Source: an optimization exercise on an open RTL-to-GDS flow (aim: small area, a short achievable clock period and few clock cycles per item). Production flows keep margins and buffers that such runs may drop. Function not checked in this run: the RTL went through the layout flow alone.

===== design/flow/design.v =====
module carry_norm (
    input  wire        clk,
    input  wire        rst,
    input  wire        in_valid,
    output reg         in_ready,
    input  wire [63:0] in_data,
    input  wire        in_last,
    output reg         out_valid,
    input  wire        out_ready,
    output wire [63:0] out_digit,
    output reg         out_last,
    output reg         out_err,
    output reg         out_topovf
);
    localparam [1:0] S_IDLE = 2'd0, S_RSH = 2'd1, S_ADD = 2'd2, S_DIV = 2'd3;
    reg        v0;
    reg [63:0] x0;
    reg        l0;
    reg        drop;         
    reg        cz;           
    reg        cbig;         
    reg [63:0] c;            
    reg [6:0]  odig;         
    reg        ofull;
    reg        osf1, osf2, osf3;    
    reg        ssf;                 
    reg        ofm;                 
    reg        sv;           
    reg [6:0]  sdig;
    reg        slast, serr, stop, sfull;
    reg [1:0]  st;           
    reg [6:0]  cnt;          
    reg [3:0]  dly;          
    reg        sgn;          
    reg        rb, stk;      
    reg        cy;           
    reg        vneg;         
    assign out_digit = {c[63:50] & {14{osf3}}, c[49:36] & {14{osf2}},
                        c[35:22] & {14{osf1}}, c[21:7] & {15{ofm}}, odig};
    wire accept  = in_valid && in_ready;
    wire rd      = out_valid && out_ready;
    wire room    = !(out_valid && sv);                   
    wire qempty  = !out_valid && !sv;
    wire fullpend = (out_valid && ofull) || (sv && sfull);
    wire sfpend   = (out_valid && osf2) || (sv && ssf);
    function fast_win;                  
        input [63:0] x;
        fast_win = (x[62:52] < 11'd1022) || (!x[63] && x[62:52] <= 11'd1043);
    endfunction
    function is_bad;                    
        input [63:0] x;
        is_bad = (x[62:52] == 11'd2047) || (x[62:52] > 11'd1086) ||
                 ((x[62:52] == 11'd1086) && !(x[63] && x[51:0] == 52'd0));
    endfunction
    function drain_f;
        input        v, idle, dr, rm, fp, sfp, cz_, cb, last, win, bad;
        drain_f = v && idle &&
                  (dr || (rm && (bad || (win && (cz_ || !cb) && !(last ? fp : sfp)))));
    endfunction
    wire        f_sign = x0[63];
    wire [10:0] f_exp  = x0[62:52];
    wire [52:0] f_mant = {f_exp != 11'd0, x0[51:0]};
    wire        f_tiny = (f_exp < 11'd1022);
    wire        f_win  = fast_win(x0);
    wire        f_bad  = is_bad(x0);
    wire        fast   = f_win && (cz || !cbig);
    wire        idle   = (st == S_IDLE);
    wire        drain  = drain_f(v0, idle, drop, room, fullpend, sfpend, cz, cbig, l0, f_win, f_bad);
    wire        start_slow = v0 && idle && !drop && !f_bad && !fast && qempty;
    wire [4:0]  sh5   = 5'd19 - f_exp[4:0];             
    wire [21:0] tsh   = f_mant[52:31] >> sh5;
    wire [20:0] ip    = f_tiny ? 21'd0 : tsh[21:1];
    wire        rbit  = !f_tiny && tsh[0];
    reg  [21:0] smask;
    integer k;
    always @(*)
        for (k = 0; k < 22; k = k + 1)
            smask[k] = (k <= sh5);
    wire        stkf  = (|f_mant[29:0]) || (|(f_mant[51:30] & smask));
    wire        rupf  = rbit & (stkf | ip[0]);
    wire [15:0] cadd  = cz ? 16'd0 : c[63:48];
    reg  [21:0] fv;
    reg         rc;
    integer j;
    always @(*) begin
        rc = rupf;
        for (j = 0; j < 22; j = j + 1) begin
            fv[j] = (j < 21 ? ip[j] : 1'b0) ^ (j < 16 ? cadd[j] : 1'b0) ^ rc;
            rc    = ((j < 21 ? ip[j] : 1'b0) & (j < 16 ? cadd[j] : 1'b0)) |
                    (((j < 21 ? ip[j] : 1'b0) | (j < 16 ? cadd[j] : 1'b0)) & rc);
        end
    end
    wire [15:0] fq    = fv / 22'd100;
    wire [6:0]  fr    = fv % 22'd100;
    wire        ftop  = (fv[21:7] != 15'd0) || (fv[6:0] > 7'd99);
    wire        a_bit  = ((dly == 4'd0) ? x0[0] : 1'b0) ^ sgn;
    wire        b_bit  = cz ? 1'b0 : cbig ? c[0] : (cnt[6:4] == 3'd0) && c[48];
    wire        rup_s  = rb & (stk | x0[0]);
    wire        c_in   = (cnt == 7'd0) ? (rup_s ^ sgn) : cy;
    wire        s_bit  = a_bit ^ b_bit ^ c_in;
    wire        s_cy   = (a_bit & b_bit) | (a_bit & c_in) | (b_bit & c_in);
    wire        s_64   = sgn ^ (cbig & b_bit) ^ s_cy;    
    wire        s_ovf  = (s_64 != s_bit);
    wire [63:0] vfin   = {s_bit, c[63:1]};
    wire        vtop   = vfin[63] || (|vfin[62:7]) || (vfin[6:0] > 7'd99);
    wire [7:0]  d_t    = {(cnt == 7'd0) ? 7'd0 : odig, c[63] ^ vneg};    
    wire        d_ge   = (d_t >= 8'd100);
    wire [7:0]  d_r    = d_ge ? d_t - 8'd100 : d_t;
    wire [6:0]  d_fin  = vneg ? 7'd99 - d_r[6:0] : d_r[6:0];
    wire        add_end = (st == S_ADD) && (cnt == 7'd63);
    wire        div_end = (st == S_DIV) && (cnt == 7'd63);
    reg         wr;                      
    reg  [6:0]  nd;
    reg         nlast, nerr, ntop, nfull, nsf;
    reg         pop;                     
    reg         n_drop, n_cz, n_cbig;
    always @(*) begin
        wr = 1'b0; nd = 7'd0; nlast = 1'b0; nerr = 1'b0; ntop = 1'b0; nfull = 1'b0;
        nsf = 1'b0;
        pop = 1'b0;
        n_drop = drop; n_cz = cz; n_cbig = cbig;
        if (drain) begin
            pop = 1'b1;
            if (drop) begin
                if (l0) n_drop = 1'b0;
            end else if (f_bad) begin
                wr = 1'b1; nerr = 1'b1; nlast = 1'b1;
                n_cz = 1'b1; n_cbig = 1'b0; n_drop = !l0;
            end else begin
                wr = 1'b1; nlast = l0; nfull = l0; ntop = l0 && ftop;
                nd = l0 ? fv[6:0] : fr;
                n_cz = l0; n_cbig = 1'b0;
            end
        end
        if (add_end) begin
            if (s_ovf) begin
                pop = 1'b1; wr = 1'b1; nerr = 1'b1; nlast = 1'b1;
                n_cz = 1'b1; n_cbig = 1'b0; n_drop = !l0;
            end else if (l0) begin
                pop = 1'b1; wr = 1'b1; nlast = 1'b1; nfull = 1'b1; ntop = vtop;
                nsf = 1'b1;
                nd = vfin[6:0];
                n_cz = 1'b1; n_cbig = 1'b0;
            end
        end
        if (div_end) begin
            pop = 1'b1; wr = 1'b1; nd = d_fin;
            n_cz = 1'b0; n_cbig = 1'b1;
        end
    end
    wire n_ov   = (out_valid && !rd) || sv || wr;
    wire n_sv   = (out_valid && !rd && (sv || wr)) || (sv && wr);
    wire n_keep = v0 && !pop;            
    wire n_idle = !(start_slow || (!idle && !(add_end && (s_ovf || l0)) && !div_end));
    wire in_win = (in_data[62:52] <= 11'd1043) &&
                  (!in_data[63] || in_data[62:52] < 11'd1022);
    wire room0 = !((out_valid || wr) && (out_valid && (sv || wr)));
    wire room1 = !((sv || wr) && (sv && wr));
    wire fp0   = (out_valid && ofull) || (sv && sfull) || (wr && nfull);
    wire fp1   = (sv && sfull) || (wr && nfull);
    wire czb   = n_cz || !n_cbig;
    wire sfp0  = (out_valid && osf2) || (sv && ssf) || (wr && nsf);
    wire sfp1  = (sv && ssf) || (wr && nsf);
    wire dn0   = n_idle && (n_drop || (room0 && in_win && czb && !(in_last ? fp0 : sfp0)));
    wire dn1   = n_idle && (n_drop || (room1 && in_win && czb && !(in_last ? fp1 : sfp1)));
    wire do0   = !n_keep || drain_f(1'b1, n_idle, n_drop, room0, fp0, sfp0, n_cz, n_cbig, l0, f_win, f_bad);
    wire do1   = !n_keep || drain_f(1'b1, n_idle, n_drop, room1, fp1, sfp1, n_cz, n_cbig, l0, f_win, f_bad);
    wire r0    = in_ready ? (in_valid ? dn0 : do0) : do0;
    wire r1    = in_ready ? (in_valid ? dn1 : do1) : do1;
    wire n_ready = (out_ready && out_valid) ? r1 : r0;
    always @(posedge clk) begin
        if (rst) begin
            v0         <= 1'b0;
            in_ready   <= 1'b1;
            drop       <= 1'b0;
            cz         <= 1'b1;
            cbig       <= 1'b0;
            st         <= S_IDLE;
            out_valid  <= 1'b0;
            sv         <= 1'b0;
        end else begin
            v0        <= accept || n_keep;
            in_ready  <= n_ready;
            drop      <= n_drop;
            cz        <= n_cz;
            cbig      <= n_cbig;
            out_valid <= n_ov;
            sv        <= n_sv;
            if (start_slow)
                st <= (f_exp >= 11'd1075) ? S_ADD : S_RSH;
            case (st)
                S_RSH: if (cnt == 7'd1) st <= S_ADD;
                S_ADD: if (add_end) st <= (s_ovf || l0) ? S_IDLE : S_DIV;
                S_DIV: if (div_end) st <= S_IDLE;
                default: ;
            endcase
        end
    end
    always @(posedge clk) begin
        if (!v0 || drain) begin
            x0 <= in_data;
            l0 <= in_last;
        end
        if (rd || !out_valid) begin
            if (sv) begin
                odig <= sdig; out_last <= slast; out_err <= serr;
                out_topovf <= stop; ofull <= sfull;
                osf1 <= ssf; osf2 <= ssf && slast; osf3 <= ssf && !serr;
                ofm <= sfull && !serr;
            end else begin
                odig <= nd; out_last <= nlast; out_err <= nerr;
                out_topovf <= ntop; ofull <= nfull;
                osf1 <= nsf; osf2 <= nsf && nlast; osf3 <= nsf && !nerr;
                ofm <= nfull && !nerr;
            end
        end
        if (wr && (sv || (out_valid && !rd))) begin
            sdig <= nd; slast <= nlast; serr <= nerr; stop <= ntop; sfull <= nfull;
            ssf <= nsf;
        end
        if (drain && !drop && !f_bad) begin
            if (l0)
                c[21:0] <= fv;
            else
                c[63:48] <= fq;
        end
        if (start_slow) begin
            x0[63:52] <= {11'd0, f_exp != 11'd0};
            sgn       <= f_sign;
            rb        <= 1'b0;
            stk       <= 1'b0;
            cnt       <= 7'd0;
            if (f_exp >= 11'd1075) begin
                dly <= f_exp[3:0] - 4'd3;                     
            end else begin
                dly <= 4'd0;
                cnt <= f_tiny ? 7'd54 : 7'd51 - f_exp[6:0];  
            end
        end
        case (st)
            S_RSH: begin
                stk <= stk | rb;
                rb  <= x0[0];
                x0  <= {1'b0, x0[63:1]};
                cnt <= cnt - 7'd1;
            end
            S_ADD: begin
                if (dly == 4'd0)
                    x0 <= {1'b0, x0[63:1]};
                else
                    dly <= dly - 4'd1;
                c    <= vfin;
                cy   <= s_cy;
                cnt  <= add_end ? 7'd0 : cnt + 7'd1;
                vneg <= s_bit;
            end
            S_DIV: begin
                c   <= {c[62:0], d_ge ^ vneg};
                if (!div_end)
                    odig <= d_r[6:0];
                cnt <= cnt + 7'd1;
            end
            default: ;
        endcase
    end
endmodule

===== design/flow/flow/run.sh =====
#!/bin/bash
# The standard layout, with a plain small buffer (buf_1) on each port
# instead of the flow's default port buffer. Everything else is unchanged.
set -euo pipefail
bash standard.sh "BUFFER_PORTS_ARGS=-buffer_cell sky130_fd_sc_hd__buf_1" finish > standard.log 2>&1

===== design/flow/constraint.sdc =====
create_clock -name core_clock -period 100.0 [get_ports {clk}]
set_input_delay 20.0000 -clock core_clock [delete_from_list [all_inputs] [get_ports {clk}]]
set_output_delay 20.0000 -clock core_clock [all_outputs]
set_load 0.01 [all_outputs]

===== design/flow/config.mk =====
export PLATFORM = sky130hd
export DESIGN_NAME = carry_norm
export DESIGN_NICKNAME = carry_norm
export VERILOG_FILES = /design/flow/design.v
export SDC_FILE = /design/flow/constraint.sdc
export NUM_CORES = 4
export LEC_CHECK = 0
export ABC_AREA = 1
export CAP_MARGIN = 20
export CORE_MARGIN = 2
export CORE_UTILIZATION = 40
export SETUP_SLACK_MARGIN = 2
export SLEW_MARGIN = 20

===== design/flow/standard.sh =====
#!/bin/bash
# synth_recipe.tcl (not shown) runs the flow's synth.tcl, then flattens the netlist and writes it again
# the make line also repeats each setting of config.mk as NAME=value (left out here)
make -C /OpenROAD-flow-scripts/flow DESIGN_CONFIG=/design/flow/config.mk WORK_HOME=/design/flow/orfs CLKGATE_MAP_FILE= SYNTH_SCRIPT=/design/flow/synth_recipe.tcl "${@:-finish}"

==> summary.md <==
| Metric | Value |
|---|---|
| Status | `finished clean` |
| Seq/Total Area, Yosys | `0.3149` |
| Yosys cell types | `62` |
| Final GP Congestion | `0.9717` |
| Largest area contributor in the netlist | `edfxtp_1` |
| Post-CTS Resized | `0` |
| Slew headroom | `0.4156` |
| Row cnt | `between 60 and 70` |
| Die W | `195.0 µm` |
| Synth warn | `1` |
| Ant diodes | `0` |
| Critical Path RT | `between 100 and 150 ns` |
| Die Ht | `slightly below 200 µm` |
| Worst Clk Skew | `around 0.020 ns` |
| Synth top area cells | `edfxtp_1 20%, nand2_1 13%, dfxtp_1 12%` |
| Worst r2r path cells | `roughly 110` |
| Io pins | `between 100 and 150` |
| EDFF count, synth | `97` |
| TritonRoute pass-1 iters | `6` |
| Arrival @ worst endpoint | `21.92 ns` |
| Synth Instances | `2152` |
| Critical path fanouts, max | `17` |
| Register-to-register path setup slack | `82.41 ns` |
| Wirelength per Cell | `15.93 µm` |
| Pin count of the biggest net entering global routing | `67` |
| Startpoint Class | `primary input` |
| First-pass GRT wire length | `~71000 µm` |
| Clk sinks | `181` |
| DPL Wire Length | `~33000 µm` |
| NumNets Final | `roughly 2400` |
| Setup bufs post-CTS | `0` |
| Min-delay worst type | `flip-flop to flip-flop` |
| Flops & latches, synth | `181` |
| Insertion delay to the later sink of the worst-skew pair | `approximately 0.45 ns` |
| TritonCTS clock tree | `yes` |
| Total number of vias | `14740` |
| DRT iter0 DRCs | `approximately 1300` |
| Post-DP Area | `15520 µm²` |
| # DRC | `0` |
| DIE AREA | `38020 µm²` |
| Number of global-route vias before repair | `13830` |
| Clock root buffer | `clkbuf_16` |
| CP Capture Type | `flip-flop` |
| R2r startpoint | `x0[54]$_DFF_P_` |
| Final Setup Violations | `0` |
| Num CTS Buffers | `17` |
| Post-Syn Area | `14590 µm²` |
| Hold Path End | `sgn$_DFFE_PP_` |
| Final WL | `43320 µm` |
| Final Cell Area | `16130 µm²` |
| Post-synth ARST share | `0` |
| Tcrit/Tclk final | `0.2184` |
| Detail Route Antenna Nets | `0` |
| Initial core utilization | `0.4082` |
| Slew at the pin closest to its max-slew limit | `0.8699 ns` |
| RSZ-0062 raised after global routing | `no` |
| Buffers and inverters on the worst path | `2` |
| Slew Limit Fails | `0` |
| Synth-to-Final Area Change | `10.55%` |
| Post-Syn Nets | `2263` |
| Hold-fix buffers, CTS | `0` |
| Hold Vio Cnt, Final | `0` |
| Main synth FF type | `edfxtp_1` |
| Fmax | `45.79 MHz` |
| CP max-delay cell | `a21oi_2` |
| Worst hold start | `x0[63]$_DFF_P_` |
| Reg2reg end | `odig[2]$_DFF_P_` |
| Crit path cell chain | `buf_1, nor2_1, clkinv_1, a21oi_2` |
| Setup TNS | `0 ns` |
| Syn avg cell area | `6.780 µm²` |
| CP max stage delay | `roughly 0.74 ns` |
| Reg clk slew, reported paths | `roughly 0.070 ns` |
| Tot GR Track Use | `0.2267` |
| CTS max path bufs | `2` |
| Hold Path Stages | `0` |
| Layout cells sized above 1 | `0.09695` |
| Grt total ovfl | `0` |
| Via-per-instance ratio | `about 5.4` |
| CORE AREA | `35740 µm²` |
| Synth top area share | `0.1996` |
| WS Path Type | `primary input to flip-flop` |
| Stages on worst setup path | `4` |
| Clock period minus worst slack | `21.84 ns` |
| H-tree levels | `4` |
| Antenna violations before repair | `0` |
| Top delay family on crit path | `compound AO/OA/AOI/OAI gates` |
| MaxCap Viol Count | `0` |
| I/O Buffers | `roughly 140` |
==> per-stage QoR <==
step | hold WS (ns) | worst slack (ns) | util | instances
final | 0.4465 | 78.16 | 0.4513 | 2720
after global routing | 0.4766 | 77.93 | 0.4513 | 2720
after CTS | 0.4468 | 77.79 | 0.4512 | 2720
after detailed placement | 0.4284 | 77.31 | 0.4342 | 2688
after global placement | 0.4157 | 77.44 | 0.4342 | 2688
after floorplan | 0.4082 | 78.05 | - | 2152
==> kinds of logic (layout without fill, tap and decap cells) <==
kind of cell / Yosys count / after routing / synth area share
buf+inv: 414 / 521 / 0.1072
mux: 5 / 5 / 0.003430
simple gates: 1050 / 1050 / 0.3399
flops: 181 / 181 / 0.3149
xor+xnor: 21 / 21 / 0.01261
fa+ha+maj: 42 / 42 / 0.04476
compound gates: 439 / 439 / 0.1773
==> synthesized netlist by cell type (all sizes together), types with 4 or more instances <==
cell type,instances
clkinv,7
o221ai,23
a31oi,11
o21ai,239
inv,328
nand4,41
buf,12
clkbuf,67
dfxtp,84
xnor2,6
nand2,589
nor4,22
o31ai,4
edfxtp,97
ha,25
a21oi,56
mux2i,5
a22oi,21
o211ai,8
nand3,152
fa,17
or2,5
o32ai,8
o22ai,42
o2111ai,5
xor2,15
nor2,215
nor3,22
==> registers in the layout, summed over array words and instances, names as in the netlist, 2 cells and up <==
register and cells:
c 64, x0 64, cnt 7, odig 7, sdig 7, dly 4
st 2
==> worst max path at each step <==
stage / startpoint / endpoint / slack (ns)
after CTS: out_ready / slast$_DFFE_PP_ / 77.79
after floorplan: out_ready / sdig[0]$_DFFE_PP_ / 78.05
final: out_ready / ssf$_DFFE_PP_ / 78.16
after detailed placement: out_ready / slast$_DFFE_PP_ / 77.31
after global placement: out_ready / sdig[1]$_DFFE_PP_ / 77.44
after global routing: out_ready / slast$_DFFE_PP_ / 77.93
==> area by class of cell <==
class	count	area [µm²]
clock buffer	18	439.2
clock inverter	14	166.4
fill	3749	19610
inverter	335	1257
multi-input combinational	1557	8453
sequential	181	4594
tap	461	576.8
timing repair buffer	154	641.9
==> cell usage in the layout, fill, tap and decap left out, types with 18 or more instances in the layout <==
cell type and count:
nor4_1 22, dfxtp_1 84, nand4_1 31, buf_1 137, inv_1 297, o221ai_1 23
edfxtp_1 97, a21oi_1 50, nand2_1 508, inv_2 31, nor3_1 22, a22oi_1 21
nand3_1 138, o22ai_1 42, o21ai_0 218, ha_1 25, nor2_1 197, o21ai_1 18
nand2_2 57, nand2_4 23
==> layer usage <==
layer  share of wire  GRT usage  wire length (µm)  vias up
li1                -          -                 -     7345
met1            0.46     0.3109             19980     6825
met2            0.45     0.3685             19600      485
met3           0.060    0.03333              2616       80
met4           0.026    0.07153              1120        0
met5               0          0                 0        -

## afterwards: timing with drivers on the ports
The results above use ideal ports. As a check the final layout listed here was re-extracted and re-timed, cells and wires unchanged. Step 1: set_driving_cell puts a clkbuf_16 on clk and a buf_2 on each other input, an assumption about the parent block. Step 2 times the ports against the registers' clock, not the clock port: input delays grow and output delays shrink by t, the midpoint of the rising clock arrivals with the driver on. Slacks: no drivers / after step 1 / after step 2; pairs: no drivers / after step 1.
t, ns: 0.491
setup WS [ns]: 78.162 / 78.189 / 77.697
slew at the worst register clock pin (ns): 0.08 / 0.08
After both steps this run still meets setup and hold. For this run, drivers alone change the setup slack by +0.027 ns; drivers and shift together by -0.465 ns.
